What follows belongs to an exercise in optimizing a design on an open flow for small area, a short achievable clock period and few clock cycles per item; a production flow would make more cautious choices.
Only simulation tests tie the RTL to the original design; equivalence was not proved.

==> design/flow/design.v <==
module cxu_hexw (
    input  wire         clk,
    input  wire         rst,         
    input  wire         cmd_valid,
    output wire         cmd_ready,
    input  wire [1:0]   layout,      
    input  wire [127:0] x,           
    input  wire         pv,          
    input  wire [31:0]  prec,        
    input  wire [63:0]  first,
    input  wire [63:0]  last,
    output reg          mem_we,
    output wire [63:0]  mem_addr,
    output wire [7:0]   mem_wdata,
    input  wire         mem_ack,
    output reg          done,
    output wire [3:0]   status,
    output wire [63:0]  cursor
);
    localparam [1:0] S_IDLE = 2'd0;
    localparam [1:0] S_MEAS = 2'd1;      
    localparam [1:0] S_RND  = 2'd2;      
    localparam [1:0] S_EMIT = 2'd3;
    localparam [2:0] P_SIGN  = 3'd0;
    localparam [2:0] P_LEAD  = 3'd1;
    localparam [2:0] P_DOT   = 3'd2;
    localparam [2:0] P_FRAC  = 3'd3;
    localparam [2:0] P_P     = 3'd4;
    localparam [2:0] P_ESIGN = 3'd5;
    localparam [2:0] P_EXP   = 3'd6;
    function ge_k14;
        input [13:0] a;
        input [13:0] k;
        integer i;
        reg r;
        begin
            r = 1'b1;
            for (i = 0; i < 14; i = i + 1)
                r = k[i] ? (a[i] & r) : (a[i] | r);
            ge_k14 = r;
        end
    endfunction
    function ge_k15;
        input [14:0] a;
        input [14:0] k;
        integer i;
        reg r;
        begin
            r = 1'b1;
            for (i = 0; i < 15; i = i + 1)
                r = k[i] ? (a[i] & r) : (a[i] | r);
            ge_k15 = r;
        end
    endfunction
    function lt5;
        input [4:0] a;
        input [4:0] b;
        integer i;
        reg r;
        begin
            r = 1'b0;
            for (i = 0; i < 5; i = i + 1)
                r = (~a[i] & b[i]) | (~(a[i] ^ b[i]) & r);
            lt5 = r;
        end
    endfunction
    function [3:0] a3;
        input [3:0] d;
        case (d)
            4'd5: a3 = 4'd8;
            4'd6: a3 = 4'd9;
            4'd7: a3 = 4'd10;
            4'd8: a3 = 4'd11;
            4'd9: a3 = 4'd12;
            4'd10, 4'd11, 4'd12, 4'd13, 4'd14, 4'd15: a3 = 4'bxxxx;
            default: a3 = d;
        endcase
    endfunction
    function [19:0] to_bcd;
        input [13:0] v;
        integer i;
        reg [19:0] b;
        begin
            b = 20'd0;
            for (i = 13; i >= 0; i = i - 1) begin
                b[3:0]   = a3(b[3:0]);
                b[7:4]   = a3(b[7:4]);
                b[11:8]  = a3(b[11:8]);
                b[15:12] = a3(b[15:12]);
                b = {b[18:0], v[i]};
            end
            to_bcd = b;
        end
    endfunction
    reg [1:0]   st;
    reg [2:0]   pc;
    reg [127:0] xq;
    reg [3:0]   lq;          
    reg         shq;         
    reg         rdyq;        
    reg         pvq;
    reg [31:0]  cq;          
    reg [63:0]  aq;          
    reg [63:0]  ad;          
    reg [1:0]   stq;
    reg [4:0]   jq;          
    reg         zf;          
    reg [4:0]   tq;          
    reg         up;          
    reg         scan;        
    reg         rg;          
    reg         rupa;        
    reg [2:0]   kq;          
    reg [6:0]   wd;
    wire rdy = (st == S_IDLE);     
    assign cmd_ready = rdyq;
    assign mem_addr  = ad;
    assign cursor    = ad;
    assign mem_wdata = {1'b0, wd};
    assign status    = {2'b00, stq};
    wire        sh = shq;
    wire        s  = (lq[0] & xq[31]) | (lq[1] & xq[63]) | (lq[2] & xq[79]) | (lq[3] & xq[127]);
    wire        jb = (lq[0] & (|xq[30:23])) | (lq[1] & (|xq[62:52])) | (lq[2] & xq[63]) |
                     (lq[3] & (|xq[126:112]));
    wire [14:0] ef = ({15{lq[0]}} & {7'd0, xq[30:23]}) | ({15{lq[1]}} & {4'd0, xq[62:52]}) |
                     ({15{lq[2]}} & xq[78:64]) | ({15{lq[3]}} & xq[126:112]);
    wire [4:0]  nn = ({5{lq[0]}} & 5'd6) | ({5{lq[1]}} & 5'd13) | ({5{lq[2]}} & 5'd16) | ({5{lq[3]}} & 5'd28);
    wire [27:0] vmask = {{12{lq[3]}}, {3{lq[3] | lq[2]}}, lq[3] | lq[2] | lq[1],
                         {6{~lq[0]}}, 6'h3F};    
    wire [14:0] em    = {ef[14:1], ef[0] | (ef == 15'd0)};
    wire        etop  = (lq[0] & em[7]) | (lq[1] & em[10]) | ((lq[2] | lq[3]) & em[14]);
    wire [13:0] lmask = {{4{lq[2] | lq[3]}}, {3{~lq[0]}}, 7'h7F};
    wire [13:0] elow  = em[13:0] & lmask;
    reg  [13:0] ae;
    reg         ecy;
    integer     k;
    always @(*) begin
        for (k = 0; k < 14; k = k + 1) begin
            ecy   = &(elow | ~((14'd1 << k) - 14'd1));     
            ae[k] = etop ? (elow[k] ^ ecy) : (~elow[k] & lmask[k]);
        end
    end
    wire        eneg = !etop && (ae != 14'd0);
    wire [19:0] bcd = to_bcd(ae);
    wire        ge10 = ge_k14(ae, 14'd10);
    wire        ge100 = ge_k14(ae, 14'd100);
    wire        ge1000 = ge_k14(ae, 14'd1000);
    wire        ge10000 = ge_k14(ae, 14'd10000);
    wire [2:0]  nd = ge10000 ? 3'd5 : ge1000 ? 3'd4 : ge100 ? 3'd3 : ge10 ? 3'd2 : 3'd1;
    reg  [3:0]  edig;
    always @(*) begin
        case (kq)
            3'd0: edig = bcd[3:0];
            3'd1: edig = bcd[7:4];
            3'd2: edig = bcd[11:8];
            3'd3: edig = bcd[15:12];
            default: edig = bcd[19:16];
        endcase
    end
    wire [112:0] xe = {xq[111:0], 1'b0};     
    reg  [27:0]  mnz;
    always @(*) begin
        for (k = 0; k < 28; k = k + 1) begin
            if (k < 16) begin
                mnz[k] = (|xq[4*k+2 -: 3]) | (sh ? xe[4*k] : xq[4*k+3]);
            end else begin
                mnz[k] = |xq[4*k+3 -: 4];
            end
        end
    end
    wire [28:0] nzv = {1'b1, (mnz & vmask) | ~vmask};
    reg  [4:0]  tz;
    always @(*) begin
        tz = 5'd28;
        for (k = 27; k >= 0; k = k - 1)
            if (nzv[k]) tz = k[4:0];
    end
    wire        plo  = (cq[31:5] == 27'd0);
    wire        lt   = pvq && plo && lt5(cq[4:0], nn);
    wire [4:0]  dd   = nn - cq[4:0];         
    wire [4:0]  nf0  = nn - tz;
    wire [4:0]  tzm1 = tz - 5'd1;
    wire        nfnz = pvq ? (cq != 32'd0) : (tz != nn);
    wire [5:0]  sm0  = (nfnz ? {1'b0, nf0} + 6'd1 : 6'd0) + {5'd0, s} + 6'd3 + {3'd0, nd};
    wire [3:0]  sm1  = {3'd0, nfnz} + {3'd0, s} + 4'd3 + {1'd0, nd};
    wire [4:0]  len1l = {1'b0, cq[3:0]} + {1'b0, sm1};
    reg  [28:0] cqhi1;
    reg         cqc;
    always @(*) begin
        cqc = 1'b1;
        for (k = 4; k < 32; k = k + 1) begin
            cqhi1[k-4] = cq[k] ^ cqc;
            cqc        = cqc & cq[k];
        end
        cqhi1[28] = cqc;
    end
    wire [33:0] len1 = {len1l[4] ? cqhi1 : {1'b0, cq[31:4]}, len1l[3:0]};
    wire [5:0]  sm1p = cq[5:0] + {2'd0, sm1};      
    wire        pshort = (cq[31:6] == 26'd0) && !cq[5] && !lt;
    wire [33:0] len  = (st == S_RND) ? len1 : {28'd0, pvq ? sm1p : sm0};
    reg  [63:0] fs, fk, fg, fp;
    reg  [7:0]  bg, bp;
    reg         fcy;
    integer     b;
    always @(*) begin
        for (k = 0; k < 64; k = k + 1) begin
            if (k < 34) begin
                fs[k] = ad[k] ^ len[k] ^ ~aq[k];
                fk[k] = (ad[k] & len[k]) | ((ad[k] | len[k]) & ~aq[k]);
            end else begin
                fs[k] = ad[k] ^ ~aq[k];
                fk[k] = ad[k] & ~aq[k];
            end
        end
        for (k = 0; k < 64; k = k + 1) begin
            fg[k] = fs[k] & ((k == 0) ? 1'b0 : fk[k-1]);
            fp[k] = fs[k] | ((k == 0) ? 1'b0 : fk[k-1]);
        end
        for (b = 0; b < 8; b = b + 1) begin
            bg[b] = 1'b0;
            bp[b] = 1'b1;
            for (k = 8*b; k < 8*b + 8; k = k + 1) begin
                bg[b] = fg[k] | (fp[k] & bg[b]);
                bp[b] = bp[b] & fp[k];
            end
        end
        fcy = 1'b0;
        for (b = 0; b < 8; b = b + 1)
            fcy = bg[b] | (bp[b] & fcy);
        fcy = fcy | fk[63];
    end
    wire        fit   = !fcy;
    wire [4:0]  ridx = (st == S_MEAS) ? dd - 5'd1 : jq;
    reg  [4:0]  win;
    always @(*) begin
        win = 5'd0;
        for (k = 0; k < 28; k = k + 1)
            if (ridx == k) win = xe[4*k +: 5];
    end
    wire [3:0]  qn = sh ? win[3:0] : win[4:1];
    wire upc  = rupa || (rg && ((dd == nn) ? jb : qn[0]));
    wire upv  = scan ? up : (lt && upc);
    wire jtop = (jq == nn);                  
    wire jlst = (jq == nn - 5'd1);
    wire qf   = &qn;
    wire rcy  = upv && (jtop || (qf && jlst));      
    wire rmore = upv && !jtop && qf && !jlst;       
    wire cl   = (st == S_RND)  ? rcy :
                (st == S_EMIT) && up && tq == 5'd31;
    wire [1:0] lead = {1'b0, jb} + {1'b0, cl};
    wire       jlt = lt5(jq, tq);
    wire [3:0] qn1 = {qn[3] ^ (&qn[2:0]), qn[2] ^ (&qn[1:0]), qn[1] ^ qn[0], ~qn[0]};
    wire [3:0] fdig = zf ? 4'd0 :
                      (up && jlt) ? 4'd0 :
                      (up && jq == tq) ? qn1 : qn;
    function [6:0] hexd;
        input [3:0] v;
        hexd = (v[3] & (v[2] | v[1])) ? {3'b110, 1'b0, v[2:0] - 3'd1} : {3'b011, v};
    endfunction
    wire       fmore = pvq ? (cq != 32'd0) : (jq != tzm1);
    wire [6:0] byte0 = s ? 7'h2D : hexd({2'b00, lead});
    reg [63:0] anext;
    reg [31:0] cdec;
    reg        acy, cbw;
    always @(*) begin
        acy = 1'b1;
        for (k = 0; k < 32; k = k + 1) begin
            anext[k] = ad[k] ^ acy;
            acy      = acy & ad[k];
        end
        acy = &ad[31:0];
        for (k = 32; k < 64; k = k + 1) begin
            anext[k] = ad[k] ^ acy;
            acy      = acy & ad[k];
        end
        cbw = 1'b1;
        for (k = 0; k < 32; k = k + 1) begin
            cdec[k] = cq[k] ^ cbw;
            cbw     = cbw & ~cq[k];
        end
    end
    always @(posedge clk) begin
        if (rdy) begin
            xq  <= x;
            lq  <= {layout == 2'd3, layout == 2'd2, layout == 2'd1, layout == 2'd0};
            shq <= ~layout[0];
            pvq <= pv;
            aq  <= last;
        end
        if (rdy)
            cq <= prec;
        else if (st == S_EMIT && mem_ack && (pc == P_DOT || pc == P_FRAC) && fmore)
            cq <= cdec;
        if (rst) begin
            st     <= S_IDLE;
            rdyq   <= 1'b1;
            mem_we <= 1'b0;
            done   <= 1'b0;
            stq    <= 2'd0;
            ad     <= 64'd0;
        end else begin
            done <= 1'b0;
            case (st)
                S_IDLE: begin
                    if (cmd_valid && rdyq) begin
                        ad <= first;
                        rdyq   <= 1'b0;
                        st     <= S_MEAS;
                    end
                end
                S_MEAS: begin
                    zf   <= 1'b0;
                    up   <= 1'b0;
                    tq   <= 5'd31;
                    kq   <= nd - 3'd1;
                    rg   <= qn[3];
                    rupa <= qn[3] && ((qn[2:0] != 3'd0) || lt5(tz, ridx));
                    scan <= 1'b0;
                    if (pvq && !pshort) begin
                        jq <= dd;
                        st <= S_RND;
                    end else if (!fit) begin
                        stq    <= 2'd2;
                        ad     <= aq;
                        done   <= 1'b1;
                        rdyq   <= 1'b1;
                        st     <= S_IDLE;
                    end else begin
                        jq     <= nn - 5'd1;
                        mem_we <= 1'b1;
                        wd     <= byte0;
                        pc     <= s ? P_SIGN : P_LEAD;
                        st     <= S_EMIT;
                    end
                end
                S_RND: begin
                    up     <= upv;
                    scan   <= 1'b1;
                    tq     <= rcy ? 5'd31 : jq;
                    jq     <= rmore ? jq + 5'd1 : nn - 5'd1;
                    if (!fit && !scan) begin
                        stq    <= 2'd2;
                        ad     <= aq;
                        done   <= 1'b1;
                        rdyq   <= 1'b1;
                        st     <= S_IDLE;
                    end else if (!rmore) begin
                        mem_we <= 1'b1;
                        wd     <= byte0;
                        pc     <= s ? P_SIGN : P_LEAD;
                        st     <= S_EMIT;
                    end
                end
                default: begin   
                    if (mem_ack) begin
                        ad <= anext;
                        case (pc)
                            P_SIGN: begin
                                pc <= P_LEAD;
                                wd <= hexd({2'b00, lead});
                            end
                            P_LEAD: begin
                                if (pvq ? (cq != 32'd0) : (tz != nn)) begin
                                    pc <= P_DOT;
                                    wd <= 7'h2E;
                                end else begin
                                    pc <= P_P;
                                    wd <= 7'h70;
                                end
                            end
                            P_DOT, P_FRAC: begin
                                if (fmore) begin
                                    pc <= P_FRAC;
                                    wd <= hexd(fdig);
                                    jq <= jq - 5'd1;
                                    if (jq == 5'd0) zf <= 1'b1;
                                end else begin
                                    pc <= P_P;
                                    wd <= 7'h70;
                                end
                            end
                            P_P: begin
                                pc <= P_ESIGN;
                                wd <= eneg ? 7'h2D : 7'h2B;
                            end
                            default: begin   
                                if (pc == P_EXP && kq == 3'd7) begin
                                    mem_we <= 1'b0;
                                    done   <= 1'b1;
                                    stq    <= 2'd1;
                                    rdyq   <= 1'b1;
                                    st     <= S_IDLE;
                                end else begin
                                    pc <= P_EXP;
                                    wd <= {3'b011, edig};
                                    kq <= kq - 3'd1;
                                end
                            end
                        endcase
                    end
                end
            endcase
        end
    end
endmodule
==> design/flow/flow/run.sh <==
#!/bin/bash
# The standard layout (standard.sh: ORFS synthesis through finish), with two changes
# to how the layout is made; the clock, I/O delays and loads are unchanged:
#  - the timing repair steps aim for a large setup slack, so they work towards a short
#    achieved period instead of stopping once the 40 ns clock is met;
#  - every input and output port still gets its own buffer, but a plain buf_1 rather than
#    the delay cell buffer_ports picks by default.
# The make output goes to standard.log; ORFS's per-step logs stay under orfs/logs.
set -euo pipefail
export SETUP_SLACK_MARGIN=31
export BUFFER_PORTS_ARGS="-buffer_cell sky130_fd_sc_hd__buf_1"
bash standard.sh > standard.log 2>&1
==> design/flow/standard.sh <==
#!/bin/bash
# synth_recipe.tcl (not shown) runs the flow's synth.tcl, then flattens the netlist and writes it again
# the make line also repeats each setting of config.mk as NAME=value (left out here)
make -C /OpenROAD-flow-scripts/flow DESIGN_CONFIG=/design/flow/config.mk WORK_HOME=/design/flow/orfs CLKGATE_MAP_FILE= SYNTH_SCRIPT=/design/flow/synth_recipe.tcl "${@:-finish}"
==> design/flow/config.mk <==
export PLATFORM = sky130hd
export DESIGN_NAME = cxu_hexw
export DESIGN_NICKNAME = cxu_hexw
export VERILOG_FILES = /design/flow/design.v
export SDC_FILE = /design/flow/constraint.sdc
export NUM_CORES = 4
export LEC_CHECK = 0
export ABC_AREA = 1
export CAP_MARGIN = 20
export CORE_MARGIN = 2
export CORE_UTILIZATION = 55
export SLEW_MARGIN = 20
export TNS_END_PERCENT = 0
==> design/flow/constraint.sdc <==
create_clock -name core_clock -period 40.0 [get_ports {clk}]
set_input_delay 8.0000 -clock core_clock [delete_from_list [all_inputs] [get_ports {clk}]]
set_output_delay 8.0000 -clock core_clock [all_outputs]
set_load 0.01 [all_outputs]
==> impl_metrics.csv <==
group,metric,value,unit
timing,tightest_slew,1.05,ns
logic_synthesis,synthArstFlopShare,0,%
drt,drt-vias-per-instance,5.72,
critical_path,path_class,"flip-flop to output pin",
floorplan,core,0.0441,mm^2
finish,area_growth,17.6,%
drt,dr.pass1.iters,6,
run_status,run_status,"no timing/DRC/antenna violations",
grt,grt_use_total,32.3,%
timing,finalSetupViolations,0,
floorplan,ioPinCount,438,
grt,grt_pass1_vias,22300,
grt,grt_pass1_wl,119000,um
logic_synthesis,yosysWarnings,1,
cts,clkLatencyLatePin,0.57,ns
finish,utilization,65.4,%
logic_synthesis,synth_area,0.0245,mm^2
timing,fin_ws,30.91,ns
finish,final_common_cell,"nand2_1",
worst_hold_path,hold_start,"stq[1]",
critical_path,critPathLaunchType,"flip-flop",
finish,fin_nets,3994,
placement,place_area,0.0262,mm^2
cts,clkSlewWorstSetupHoldPaths,0.06,ns
logic_synthesis,syn_inst,3062,
drt,wl,77500,um
grt,antenna_found_initial,6,
critical_path,reg2reg_from,"lq[1]",
finish,fin_area,0.0289,mm^2
logic_synthesis,syn_avg_cell_area,8.02,um^2
critical_path,cp_cell_sequence,"buf_1",
drt,wl_per_cell,19.0,um
logic_synthesis,synthDistinctLibCells,70,
placement,pre_cts_slack,28.80,ns
job,maxCapViolations,0,
critical_path,cp_data_required_time,32.00,ns
logic_synthesis,ys.flop_type,"edfxtp_1",
cts,cts_tree,"built",
drt,drtIter0Drc,2228,
cts,cts_made_buffers,38,
drt,ant_nets,0,
grt,grt_max_degree,203,
logic_synthesis,synth_top_area_share,31.4,%
cts,cts_buffer_depth,3,
drt,drc,0,
finish,layout_common_cells,"nand2_1 (727), inv_1 (335), buf_1 (313)",
timing,drv_slew,0,
placement,port_buffers,433,
critical_path,r2r-end,"ad[31]",
floorplan,die_h,215,um
worst_hold_path,min_path_cells,2,
worst_hold_path,hold_path_end,"stq[1]",
critical_path,end_kind,"output pin",
timing,setup_tns,0,ns
drt,via_count,23300,
timing,rsz0062_at_grt,"true",
cts,cts_sinks,328,
finish,drive_above_1_share,15.0,%
critical_path,ff2ff_path_depth,55,
placement,place_congestion,1.05,
critical_path,r2r_setup_slack,30.92,ns
cts,cts_hold_buf,0,
critical_path,critPathMaxFanout,5,
timing,finalHoldViolCount,0,
logic_synthesis,synth_area_leaders,"edfxtp_1 (31%), nand2_1 (11%), ha_1 (11%)",
timing,post-route-period-util,22.7,%
worst_hold_path,worstHoldPathType,"flip-flop to flip-flop",
logic_synthesis,synth-seq-cells,328,
timing,finClkSkew,0.0252,ns
floorplan,die_area,0.0463,mm^2
floorplan,die_x,215,um
cts,cts_root_buffer,"clkbuf_16",
critical_path,slowest_delay,0.37,ns
floorplan,start_util,55.6,%
critical_path,cp.buffers_inverters,1,
logic_synthesis,synth_edf_count,257,
logic_synthesis,seq_area_frac_synth,37.2,%
critical_path,crit_slowest_cell,"dfxtp_2",
critical_path,critical-path-top-delay-family,"flip-flops",
logic_synthesis,yosysTopAreaCell,"edfxtp_1",
cts,htreeDepth,2,
floorplan,rows,77,
timing,finalCriticalPeriod,9.09,ns
grt,grt-ovfl-total,0,
timing,fmax,110,MHz
critical_path,critPathArrivalTime,1.09,ns
timing,slew_headroom,29.7,%
placement,dpl.hpwl,56200,um
Yosys cell counts (10+ instances only):
| cell type | number |
|---|---|
| a211oi_1 | 10 |
| a21oi_1 | 114 |
| a22o_1 | 27 |
| a31oi_1 | 74 |
| buf_4 | 71 |
| clkbuf_1 | 79 |
| dfxtp_1 | 71 |
| edfxtp_1 | 257 |
| fa_1 | 37 |
| ha_1 | 209 |
| inv_1 | 344 |
| inv_2 | 30 |
| nand2_1 | 738 |
| nand2_2 | 32 |
| nand3_1 | 133 |
| nand3_2 | 20 |
| nand4_1 | 78 |
| nor2_1 | 210 |
| nor2_2 | 11 |
| nor3_1 | 42 |
| nor4_1 | 23 |
| o211ai_1 | 25 |
| o21ai_0 | 219 |
| o221ai_1 | 13 |
| o22ai_1 | 11 |
| or2_2 | 12 |
| xnor2_1 | 12 |
| xor2_1 | 31 |
cells by family after synthesis:
family | Yosys count | share of synthesized area [%]
adder cells (fa/ha/maj) | 247 | 13.7
flip-flops | 328 | 37.2
other | 2 | 0.0306
buffers and inverters | 544 | 9.48
AND/OR/NAND/NOR | 1328 | 24.0
XOR/XNOR | 43 | 1.53
AO/OA/AOI/OAI | 570 | 14.0
repair_timing:
action / in CTS / in global routing
gates cloned: 7 / 6
setup buffers: 40 / 11
pin swaps: 21 / 44
resized for setup: 282 / 55
setup endpoints to repair: 224 / 225
layer usage:
metal	vias up	GRT usage [%]	share of wire [%]	wire length (um)
li1	11200	-	-	-
met1	11000	44.3	43	33300
met2	987	52.4	46	35300
met3	168	5.41	8.6	6640
met4	2	10.2	3.0	2330
met5	-	0	0.017	13
per-stage QoR:
step | instances | hold WS, ns
6_report | 4081 | 0.468
5_1_grt | 4080 | 0.486
4_1_cts | 4058 | 0.471
3_5_place_dp | 3941 | 0.457
3_3_place_gp | 3941 | 0.453
2_1_floorplan | 3064 | 0.483
registers in the layout, summed over array words and instances, names as in the netlist, 4 cells and up:
signal and count:
lq 4, aq 64, xq 128, wd 6, jq 5, cq 32
tq 5, ad 64
worst max path at each step:
stage | from | to | slack, ns | depth (start not counted)
after floorplan | mem_ack | pc[0] | 30.83 | 6
after global placement | lq[3] | rdyq | 29.16 | 70
after detailed placement | lq[3] | rdyq | 28.80 | 70
after CTS | ad[31] | mem_addr[31] | 30.91 | 1
after global routing | lq[3] | rdyq | 30.22 | 70
final | ad[29] | cursor[29] | 30.91 | 1
area by class of cell:
type	count	area [um^2]
fill	3891	15300
multi-input combinational	2192	13400
sequential	328	9300
timing repair buffer	510	2750
inverter	383	1470
clock buffer	47	1030
tap	592	741
clock inverter	23	163
antenna	6	15.0
Testbench counts, summed over its fixed seeds: cycles 54,901, items 3,200.

## port drivers added, routing unchanged
Ports are ideal in the flow. The routed layout listed here was re-timed in OpenROAD. Step 1, drivers: a clkbuf_16 drives clk and a buf_2 each remaining input, both assumed. Step 2 also shifts input and output timing later by t, the mid clock arrival at the registers, as if the neighbouring blocks saw the same clock. Three values: ideal ports, drivers, drivers and shift; two values: the first two.
shift t [ns]: 0.613
setup WS [ns]: 30.909 / 30.850 / 30.465
worst hold slack (ns): 0.468 / 0.468 / 0.468
After both steps this run still meets setup and hold. The setup slack of this run moves by -0.059 ns with the drivers and by -0.444 ns with both steps.
